This design comes from an exercise in tuning for small area, a short achievable clock period and few clock cycles on the open sky130 flow, not from production work. At most, simulation tests tie the RTL to the original design; equivalence was not proved. Power is estimated from default activity; no workload was simulated.

==> tundra <==
## gt06_fsr
module gt06_fsr (
    input  wire       clk,
    input  wire       rst,         
    input  wire       in_valid,
    input  wire [7:0] in_data,
    output wire       in_ready,
    input  wire [6:0] now_yy,
    input  wire [6:0] now_mo,
    input  wire [6:0] now_dd,
    input  wire [6:0] now_hh,
    input  wire [6:0] now_mi,
    input  wire [6:0] now_ss,
    output reg        out_valid,
    output reg  [7:0] out_data,
    output reg        out_last,
    output reg        out_rsp
);
    localparam N  = 264;         
    localparam M  = 8;           
    localparam K  = 4;           
    localparam NW = N / M;
    localparam NR = N / K;
    localparam Q  = 4;           
    localparam QB = 2;           
    function [7:0] bcd;
        input [6:0] v;
        begin
            case (v)
                7'd0: bcd = 8'h00;
                7'd1: bcd = 8'h01;
                7'd2: bcd = 8'h02;
                7'd3: bcd = 8'h03;
                7'd4: bcd = 8'h04;
                7'd5: bcd = 8'h05;
                7'd6: bcd = 8'h06;
                7'd7: bcd = 8'h07;
                7'd8: bcd = 8'h08;
                7'd9: bcd = 8'h09;
                7'd10: bcd = 8'h10;
                7'd11: bcd = 8'h11;
                7'd12: bcd = 8'h12;
                7'd13: bcd = 8'h13;
                7'd14: bcd = 8'h14;
                7'd15: bcd = 8'h15;
                7'd16: bcd = 8'h16;
                7'd17: bcd = 8'h17;
                7'd18: bcd = 8'h18;
                7'd19: bcd = 8'h19;
                7'd20: bcd = 8'h20;
                7'd21: bcd = 8'h21;
                7'd22: bcd = 8'h22;
                7'd23: bcd = 8'h23;
                7'd24: bcd = 8'h24;
                7'd25: bcd = 8'h25;
                7'd26: bcd = 8'h26;
                7'd27: bcd = 8'h27;
                7'd28: bcd = 8'h28;
                7'd29: bcd = 8'h29;
                7'd30: bcd = 8'h30;
                7'd31: bcd = 8'h31;
                7'd32: bcd = 8'h32;
                7'd33: bcd = 8'h33;
                7'd34: bcd = 8'h34;
                7'd35: bcd = 8'h35;
                7'd36: bcd = 8'h36;
                7'd37: bcd = 8'h37;
                7'd38: bcd = 8'h38;
                7'd39: bcd = 8'h39;
                7'd40: bcd = 8'h40;
                7'd41: bcd = 8'h41;
  ...
Settings: LEC_CHECK=0, CAP_MARGIN=20, CORE_MARGIN=2, CORE_UTILIZATION=40, SLEW_MARGIN=20; clock period 10.0 ns.
run.sh (not shown) runs the stock make flow with config.mk's settings and CLKGATE_MAP_FILE= SYNTH_SCRIPT=/design/flow/synth_recipe.tcl, a recipe that flattens the netlist after the stock synthesis.
==> fjord: changes against tundra <==
--- a/flow/design.v
+++ b/flow/design.v
@@ -18,14 +18,18 @@
     localparam N  = 264;         
     localparam M  = 8;           
     localparam K  = 4;           
     localparam NW = N / M;
     localparam NR = N / K;
     localparam Q  = 4;           
     localparam QB = 2;           
+    localparam WA = 3;           
+    localparam WB = 11;
+    localparam RA = 11;          
+    localparam RB = 6;
     function [7:0] bcd;
         input [6:0] v;
         begin
             case (v)
                 7'd0: bcd = 8'h00;
                 7'd1: bcd = 8'h01;
                 7'd2: bcd = 8'h02;
@@ -148,20 +152,14 @@
         begin
             r = c ^ {8'h00, d};
             for (k = 0; k < 8; k = k + 1)
                 r = r[0] ? ((r >> 1) ^ 16'h8408) : (r >> 1);
             crc_byte = r;
         end
     endfunction
-    function [8:0] inc_n;
-        input [8:0] x;
-        begin
-            inc_n = (x == N - 1) ? 9'd0 : x + 9'd1;
-        end
-    endfunction
     reg        in_ready_r;
     reg        iq_v;
     reg  [7:0] iq_d;
     assign in_ready = in_ready_r;
     wire acc = in_valid & in_ready_r;
     reg [7:0]    wq [0:Q-1];
     reg [QB-1:0] wq_hd, wq_tl;
@@ -197,36 +195,40 @@
             2'b10:   room_ok = acc ? th_le_qm3 : th_le_qm2;
             2'b01:   room_ok = acc ? th_le_qm1 : 1'b1;
             default: room_ok = acc ? th_le_qm2 : th_le_qm1;
         endcase
     end
     wire commit = (frame_end && !s_len0) || (iq_v && s_hunt && s_pend5);
     reg [8*N-1:0] ring;
-    reg [8:0]     W;             
-    reg [8:0]     R;             
+    reg [2:0]     wl;            
+    reg [WA-1:0]  wa;
+    reg [WB-1:0]  wb;
+    reg [1:0]     rl;            
+    reg [RA-1:0]  ra;
+    reg [RB-1:0]  rb;
     reg [8:0]     occ;           
     reg           full_r;        
     reg           ne_r;          
-    wire pop = wq_ne && (W % M == 0) && !full_r;
+    wire pop = wq_ne && (wl == 3'd0) && !full_r;
     wire [7:0] wdata = wq[wq_hd];
-    wire ring_ok = (R % K == 0) && ne_r;
+    wire ring_ok = (rl == 2'd0) && ne_r;
     wire rd;                     
     reg [7:0] rd_mux;
     integer j;
     always @(*) begin
         rd_mux = 8'h00;
         for (j = 0; j < NR; j = j + 1)
-            if (R / K == j) rd_mux = rd_mux | ring[8*K*j +: 8];
+            if (ra[j / RB] && rb[j % RB]) rd_mux = rd_mux | ring[8*K*j +: 8];
     end
     genvar g;
     generate
         for (g = 0; g < N; g = g + 1) begin : slot
             if (g % M == 0) begin : wp
                 always @(posedge clk)
-                    ring[8*g +: 8] <= (pop && W / M == g / M) ? wdata
+                    ring[8*g +: 8] <= (pop && wa[g / M / WB] && wb[g / M % WB]) ? wdata
                                     : ring[8*((g+N-1)%N) +: 8];
             end else begin : sh
                 always @(posedge clk)
                     ring[8*g +: 8] <= ring[8*(g-1) +: 8];
             end
         end
     endgenerate
@@ -388,16 +390,20 @@
             s_pend5   <= 1'b0;
             spill     <= 6'd0;
             hold_r    <= 1'b0;
             w_ring    <= 1'b0;
             wq_hd     <= 0;
             wq_tl     <= 0;
             wq_th     <= 0;
-            W         <= 9'd0;
-            R         <= N - 1;
+            wl        <= 3'd0;
+            wa        <= 1;
+            wb        <= 1;
+            rl        <= 2'd3;
+            ra        <= 1 << (RA - 1);
+            rb        <= 1 << (RB - 1);
             occ       <= 9'd0;
             full_r    <= 1'b0;
             ne_r      <= 1'b0;
             f_state   <= FS_IDLE;
             fpend     <= 8'd0;
             fp_nz     <= 1'b0;
             fg        <= 9'd3;
@@ -446,16 +452,28 @@
             if (push) wq_tl <= (wq_tl == Q - 1) ? 0 : wq_tl + 1;
             if (pop)  wq_hd <= (wq_hd == Q - 1) ? 0 : wq_hd + 1;
             if (push && !pop)      wq_th <= {wq_th[Q-2:0], 1'b1};
             else if (pop && !push) wq_th <= {1'b0, wq_th[Q-1:1]};
             in_ready_r <= !(acc && tc_next) && !tc_start &&
                           (!spill_on || (spill[0] && spill_psh)) &&
                           room_ok;
-            W <= pop ? W : inc_n(W);
-            R <= rd  ? R : inc_n(R);
+            if (!pop) begin
+                wl <= wl + 3'd1;
+                if (wl == 3'd7) begin
+                    wb <= {wb[WB-2:0], wb[WB-1]};
+                    if (wb[WB-1]) wa <= {wa[WA-2:0], wa[WA-1]};
+                end
+            end
+            if (!rd) begin
+                rl <= rl + 2'd1;
+                if (rl == 2'd3) begin
+                    rb <= {rb[RB-2:0], rb[RB-1]};
+                    if (rb[RB-1]) ra <= {ra[RA-2:0], ra[RA-1]};
+                end
+            end
             if (pop && !rd)      occ <= occ + 9'd1;
             else if (rd && !pop) occ <= occ - 9'd1;
             full_r <= (pop && !rd && occ == N - 1) || (full_r && !rd);
             ne_r   <= pop || (ne_r && !(rd && occ == 9'd1));
             f_state <= nf_state;
             if (commit && !f_start)      fpend <= fpend + 8'd1;
             else if (f_start && !commit) fpend <= fpend - 8'd1;
==> flow/config.mk (replaced) <==
export PLATFORM = sky130hd
export DESIGN_NAME = gt06_fsr
export DESIGN_NICKNAME = gt06_fsr
export VERILOG_FILES = /design/flow/design.v
export SDC_FILE = /design/flow/constraint.sdc
export NUM_CORES = 4
export LEC_CHECK = 0
export CAP_MARGIN = 20
export CORE_MARGIN = 2
export CORE_UTILIZATION = 60
export CTS_BUF_LIST = sky130_fd_sc_hd__clkbuf_8
export CTS_CLUSTER_DIAMETER = 60
export CTS_CLUSTER_SIZE = 20
export SLEW_MARGIN = 20
==> quartz: changes against tundra <==
--- a/flow/design.v
+++ b/flow/design.v
@@ -11,21 +11,25 @@
     input  wire [6:0] now_mi,
     input  wire [6:0] now_ss,
     output reg        out_valid,
     output reg  [7:0] out_data,
     output reg        out_last,
     output reg        out_rsp
 );
-    localparam N  = 264;         
-    localparam M  = 8;           
+    localparam N  = 260;         
+    localparam M  = 10;          
     localparam K  = 4;           
     localparam NW = N / M;
     localparam NR = N / K;
     localparam Q  = 4;           
     localparam QB = 2;           
+    localparam WA = 2;           
+    localparam WB = 13;
+    localparam RA = 5;           
+    localparam RB = 13;
     function [7:0] bcd;
         input [6:0] v;
         begin
             case (v)
                 7'd0: bcd = 8'h00;
                 7'd1: bcd = 8'h01;
                 7'd2: bcd = 8'h02;
@@ -148,20 +152,14 @@
         begin
             r = c ^ {8'h00, d};
             for (k = 0; k < 8; k = k + 1)
                 r = r[0] ? ((r >> 1) ^ 16'h8408) : (r >> 1);
             crc_byte = r;
         end
     endfunction
-    function [8:0] inc_n;
-        input [8:0] x;
-        begin
-            inc_n = (x == N - 1) ? 9'd0 : x + 9'd1;
-        end
-    endfunction
     reg        in_ready_r;
     reg        iq_v;
     reg  [7:0] iq_d;
     assign in_ready = in_ready_r;
     wire acc = in_valid & in_ready_r;
     reg [7:0]    wq [0:Q-1];
     reg [QB-1:0] wq_hd, wq_tl;
@@ -197,36 +195,40 @@
             2'b10:   room_ok = acc ? th_le_qm3 : th_le_qm2;
             2'b01:   room_ok = acc ? th_le_qm1 : 1'b1;
             default: room_ok = acc ? th_le_qm2 : th_le_qm1;
         endcase
     end
     wire commit = (frame_end && !s_len0) || (iq_v && s_hunt && s_pend5);
     reg [8*N-1:0] ring;
-    reg [8:0]     W;             
-    reg [8:0]     R;             
+    reg [3:0]     wl;            
+    reg [WA-1:0]  wa;
+    reg [WB-1:0]  wb;
+    reg [1:0]     rl;            
+    reg [RA-1:0]  ra;
+    reg [RB-1:0]  rb;
     reg [8:0]     occ;           
     reg           full_r;        
     reg           ne_r;          
-    wire pop = wq_ne && (W % M == 0) && !full_r;
+    wire pop = wq_ne && (wl == 4'd0) && !full_r;
     wire [7:0] wdata = wq[wq_hd];
-    wire ring_ok = (R % K == 0) && ne_r;
+    wire ring_ok = (rl == 2'd0) && ne_r;
     wire rd;                     
     reg [7:0] rd_mux;
     integer j;
     always @(*) begin
         rd_mux = 8'h00;
         for (j = 0; j < NR; j = j + 1)
-            if (R / K == j) rd_mux = rd_mux | ring[8*K*j +: 8];
+            if (ra[j / RB] && rb[j % RB]) rd_mux = rd_mux | ring[8*K*j +: 8];
     end
     genvar g;
     generate
         for (g = 0; g < N; g = g + 1) begin : slot
             if (g % M == 0) begin : wp
                 always @(posedge clk)
-                    ring[8*g +: 8] <= (pop && W / M == g / M) ? wdata
+                    ring[8*g +: 8] <= (pop && wa[g / M / WB] && wb[g / M % WB]) ? wdata
                                     : ring[8*((g+N-1)%N) +: 8];
             end else begin : sh
                 always @(posedge clk)
                     ring[8*g +: 8] <= ring[8*(g-1) +: 8];
             end
         end
     endgenerate
@@ -347,14 +349,27 @@
         iq_d     <= in_data;
         if (!hold_r)
             tm <= {now_yy, now_mo, now_dd, now_hh, now_mi, now_ss};
         else if (spill_psh)
             tm <= {tm[34:0], 7'd0};
         tmb <= bcd(spill_psh ? tm[34:28] : tm[41:35]);
         if (push) wq[wq_tl] <= push_d;
+        if (iq_v && s_lenm) begin
+            s_cnt   <= {1'b0, iq_d} + 9'd2;
+            s_cnt1  <= 1'b0;
+            s_cnt2  <= (iq_d == 8'h00);
+            s_len0  <= (iq_d == 8'h00);
+            s_first <= 1'b1;
+        end
+        if (iq_v && s_body) begin
+            s_first <= 1'b0;
+            s_cnt   <= s_cnt - 9'd1;
+            s_cnt1  <= s_cnt2;
+            s_cnt2  <= (s_cnt == 9'd3);
+        end
         if (iq_v && s_body && s_first) s_tc <= (iq_d == 8'h8A) && !s_len0;
         q_ring <= i_ring; q_crch <= i_crch; q_crcl <= i_crcl;
         q_last <= i_last; q_rsp <= i_rsp; q_crc <= i_crc & i_v;
         q_init <= i_init & i_v;
         q_len <= i_len; q_pid <= i_pid; q_body <= i_body;
         q_imm <= i_imm; q_fg <= fg;
         if (q_init) crc <= 16'hFFFF;
@@ -374,39 +389,44 @@
             cap_s1 <= 1'b0;
         end else if (q_bb) begin
             if (is_s0) s0_r <= rd_q;
             if (cap_s1 || (q_len && rd_q == 8'h02)) s1_r <= rd_q;
             cap_s1 <= is_s0;
         end
         rsp_tc <= n_rsp_tc;
+        ridx   <= n_ridx;
+        if (f_state == FS_H1) fg <= 9'd3;
+        else if (rd && f_state == FS_BODY) fg <= fg + 9'd1;
         if (rst) begin
             in_ready_r <= 1'b1;
             iq_v      <= 1'b0;
             s_hunt    <= 1'b1;
             s_lenm    <= 1'b0;
             s_body    <= 1'b0;
             s_prev78  <= 1'b0;
             s_pend5   <= 1'b0;
             spill     <= 6'd0;
             hold_r    <= 1'b0;
             w_ring    <= 1'b0;
             wq_hd     <= 0;
             wq_tl     <= 0;
             wq_th     <= 0;
-            W         <= 9'd0;
-            R         <= N - 1;
+            wl        <= 4'd0;
+            wa        <= 1;
+            wb        <= 1;
+            rl        <= 2'd3;
+            ra        <= 1 << (RA - 1);
+            rb        <= 1 << (RB - 1);
             occ       <= 9'd0;
             full_r    <= 1'b0;
             ne_r      <= 1'b0;
             f_state   <= FS_IDLE;
             fpend     <= 8'd0;
             fp_nz     <= 1'b0;
-            fg        <= 9'd3;
             len5_r    <= 9'd0;
-            ridx      <= 4'd0;
             q_v       <= 1'b0;
             out_valid <= 1'b0;
         end else begin
             iq_v <= acc;
             if (iq_v) begin
                 if (s_hunt) begin
                     if (s_pend5) s_pend5 <= 1'b0;
@@ -417,25 +437,16 @@
                     end else begin
                         s_prev78 <= b78;
                     end
                 end
                 if (s_lenm) begin
                     s_lenm  <= 1'b0;
                     s_body  <= 1'b1;
-                    s_cnt   <= {1'b0, iq_d} + 9'd2;
-                    s_cnt1  <= 1'b0;
-                    s_cnt2  <= (iq_d == 8'h00);
-                    s_len0  <= (iq_d == 8'h00);
-                    s_first <= 1'b1;
                 end
                 if (s_body) begin
-                    s_first <= 1'b0;
-                    s_cnt   <= s_cnt - 9'd1;
-                    s_cnt1  <= s_cnt2;
-                    s_cnt2  <= (s_cnt == 9'd3);
                     if (s_cnt1) begin
                         s_body  <= 1'b0;
                         s_hunt  <= 1'b1;
                         s_pend5 <= s_len0;
                     end
                 end
             end
@@ -446,27 +457,36 @@
             if (push) wq_tl <= (wq_tl == Q - 1) ? 0 : wq_tl + 1;
             if (pop)  wq_hd <= (wq_hd == Q - 1) ? 0 : wq_hd + 1;
             if (push && !pop)      wq_th <= {wq_th[Q-2:0], 1'b1};
             else if (pop && !push) wq_th <= {1'b0, wq_th[Q-1:1]};
             in_ready_r <= !(acc && tc_next) && !tc_start &&
                           (!spill_on || (spill[0] && spill_psh)) &&
                           room_ok;
-            W <= pop ? W : inc_n(W);
-            R <= rd  ? R : inc_n(R);
+            if (!pop) begin
+                wl <= (wl == M - 1) ? 4'd0 : wl + 4'd1;
+                if (wl == M - 1) begin
+                    wb <= {wb[WB-2:0], wb[WB-1]};
+                    if (wb[WB-1]) wa <= {wa[WA-2:0], wa[WA-1]};
+                end
+            end
+            if (!rd) begin
+                rl <= rl + 2'd1;
+                if (rl == 2'd3) begin
+                    rb <= {rb[RB-2:0], rb[RB-1]};
+                    if (rb[RB-1]) ra <= {ra[RA-2:0], ra[RA-1]};
+                end
+            end
             if (pop && !rd)      occ <= occ + 9'd1;
             else if (rd && !pop) occ <= occ - 9'd1;
             full_r <= (pop && !rd && occ == N - 1) || (full_r && !rd);
             ne_r   <= pop || (ne_r && !(rd && occ == 9'd1));
             f_state <= nf_state;
             if (commit && !f_start)      fpend <= fpend + 8'd1;
             else if (f_start && !commit) fpend <= fpend - 8'd1;
             if (commit && !f_start)      fp_nz <= 1'b1;
             else if (f_start && !commit) fp_nz <= (fpend != 8'd1);
-            if (f_state == FS_H1) fg <= 9'd3;
-            else if (rd && f_state == FS_BODY) fg <= fg + 9'd1;
-            ridx   <= n_ridx;
             w_ring <= n_w_ring;
             q_v       <= i_v;
             out_valid <= q_v;
         end
     end
 endmodule
==> flow/flow/run.sh (new file) <==
#!/bin/bash
# Layout flow: the standard layout (standard.sh), with the input and
# output port buffers made of sky130_fd_sc_hd__buf_4 instead of the default
# (slow) delay-buffer cell. Every port keeps its buffer. Tool output goes to
# run_standard.log here; ORFS keeps its per-step logs under orfs/logs.
set -euo pipefail
export BUFFER_PORTS_ARGS="-buffer_cell sky130_fd_sc_hd__buf_4"
bash standard.sh > run_standard.log 2>&1
==> flow/standard.sh (new file) <==
#!/bin/bash
# synth_recipe.tcl (not shown) runs the flow's synth.tcl, then flattens the netlist and writes it again
# the make line also repeats each setting of config.mk as NAME=value (left out here)
make -C /OpenROAD-flow-scripts/flow DESIGN_CONFIG=/design/flow/config.mk WORK_HOME=/design/flow/orfs CLKGATE_MAP_FILE= SYNTH_SCRIPT=/design/flow/synth_recipe.tcl "${@:-finish}"
==> flow/config.mk (replaced) <==
export PLATFORM = sky130hd
export DESIGN_NAME = gt06_fsr
export DESIGN_NICKNAME = gt06_fsr
export VERILOG_FILES = /design/flow/design.v
export SDC_FILE = /design/flow/constraint.sdc
export NUM_CORES = 4
export LEC_CHECK = 0
export CAP_MARGIN = 20
export CORE_MARGIN = 2
export CORE_UTILIZATION = 60
export CTS_BUF_LIST = sky130_fd_sc_hd__clkbuf_16
export CTS_CLUSTER_DIAMETER = 60
export CTS_CLUSTER_SIZE = 30
export SLEW_MARGIN = 20
removed: flow/run.sh
==> notes <==
- Register-to-register slack, lowest first: tundra, quartz, fjord.
- Via count: quartz < fjord < tundra.
- Between tundra and quartz, the lower sequential power is in quartz (gap about 0.6%, measured against quartz).
- Setup slack: tundra < fjord < quartz.
- Area after synthesis, lowest first: quartz, fjord, tundra.
- The lowest core utilization belongs to tundra, the highest to quartz.
- Non-clock buffer count: tundra is higher than fjord (18).
- The lowest sequential share of layout area belongs to tundra, the highest to fjord.
- Global-route usage: quartz is higher than tundra (6.1 points).
- Between tundra and fjord, the lower clock-buffer cell count is in fjord (gap 153).
Testbench counts of tundra, summed over its fixed seeds: cycles 38,185.
The RTL of fjord and quartz was laid out without a check of its function.

-- afterwards: timing with drivers on the ports --
How much do the figures lean on ideal ports? The routed layouts below were timed once more, with nothing changed but the port constraints.
Step 1 sets driving cells, clkbuf_16 on the clock port and buf_2 on the other inputs (assumed; they add their load-dependent delay and slew).
Step 2 times the ports against the registers' clock, not the clock port: input delays grow and output delays shrink by t, the midpoint of the rising clock arrivals with the driver on.
Slacks: no drivers / after step 1 / after step 2; pairs: no drivers / after step 1.
run | t (ns) | slack for setup (ns) | hold slack, ns | worst setup path after step 2 | worst data-port slew with drivers (ns)
tundra | 0.913 | 6.106 / 6.106 / 6.106 | 0.283 / 0.283 / 0.283 | register to register | 0.06
fjord | 0.929 | 6.199 / 6.124 / 5.887 | 0.316 / 0.316 / 0.316 | input to register | 0.06
quartz | 0.829 | 6.497 / 6.497 / 6.497 | 0.296 / 0.296 / 0.296 | register to register | 0.06
After both steps every run listed still meets setup and hold. The setup slack of fjord, which loses most, moves by -0.075 ns with the drivers and by -0.312 ns with both steps.
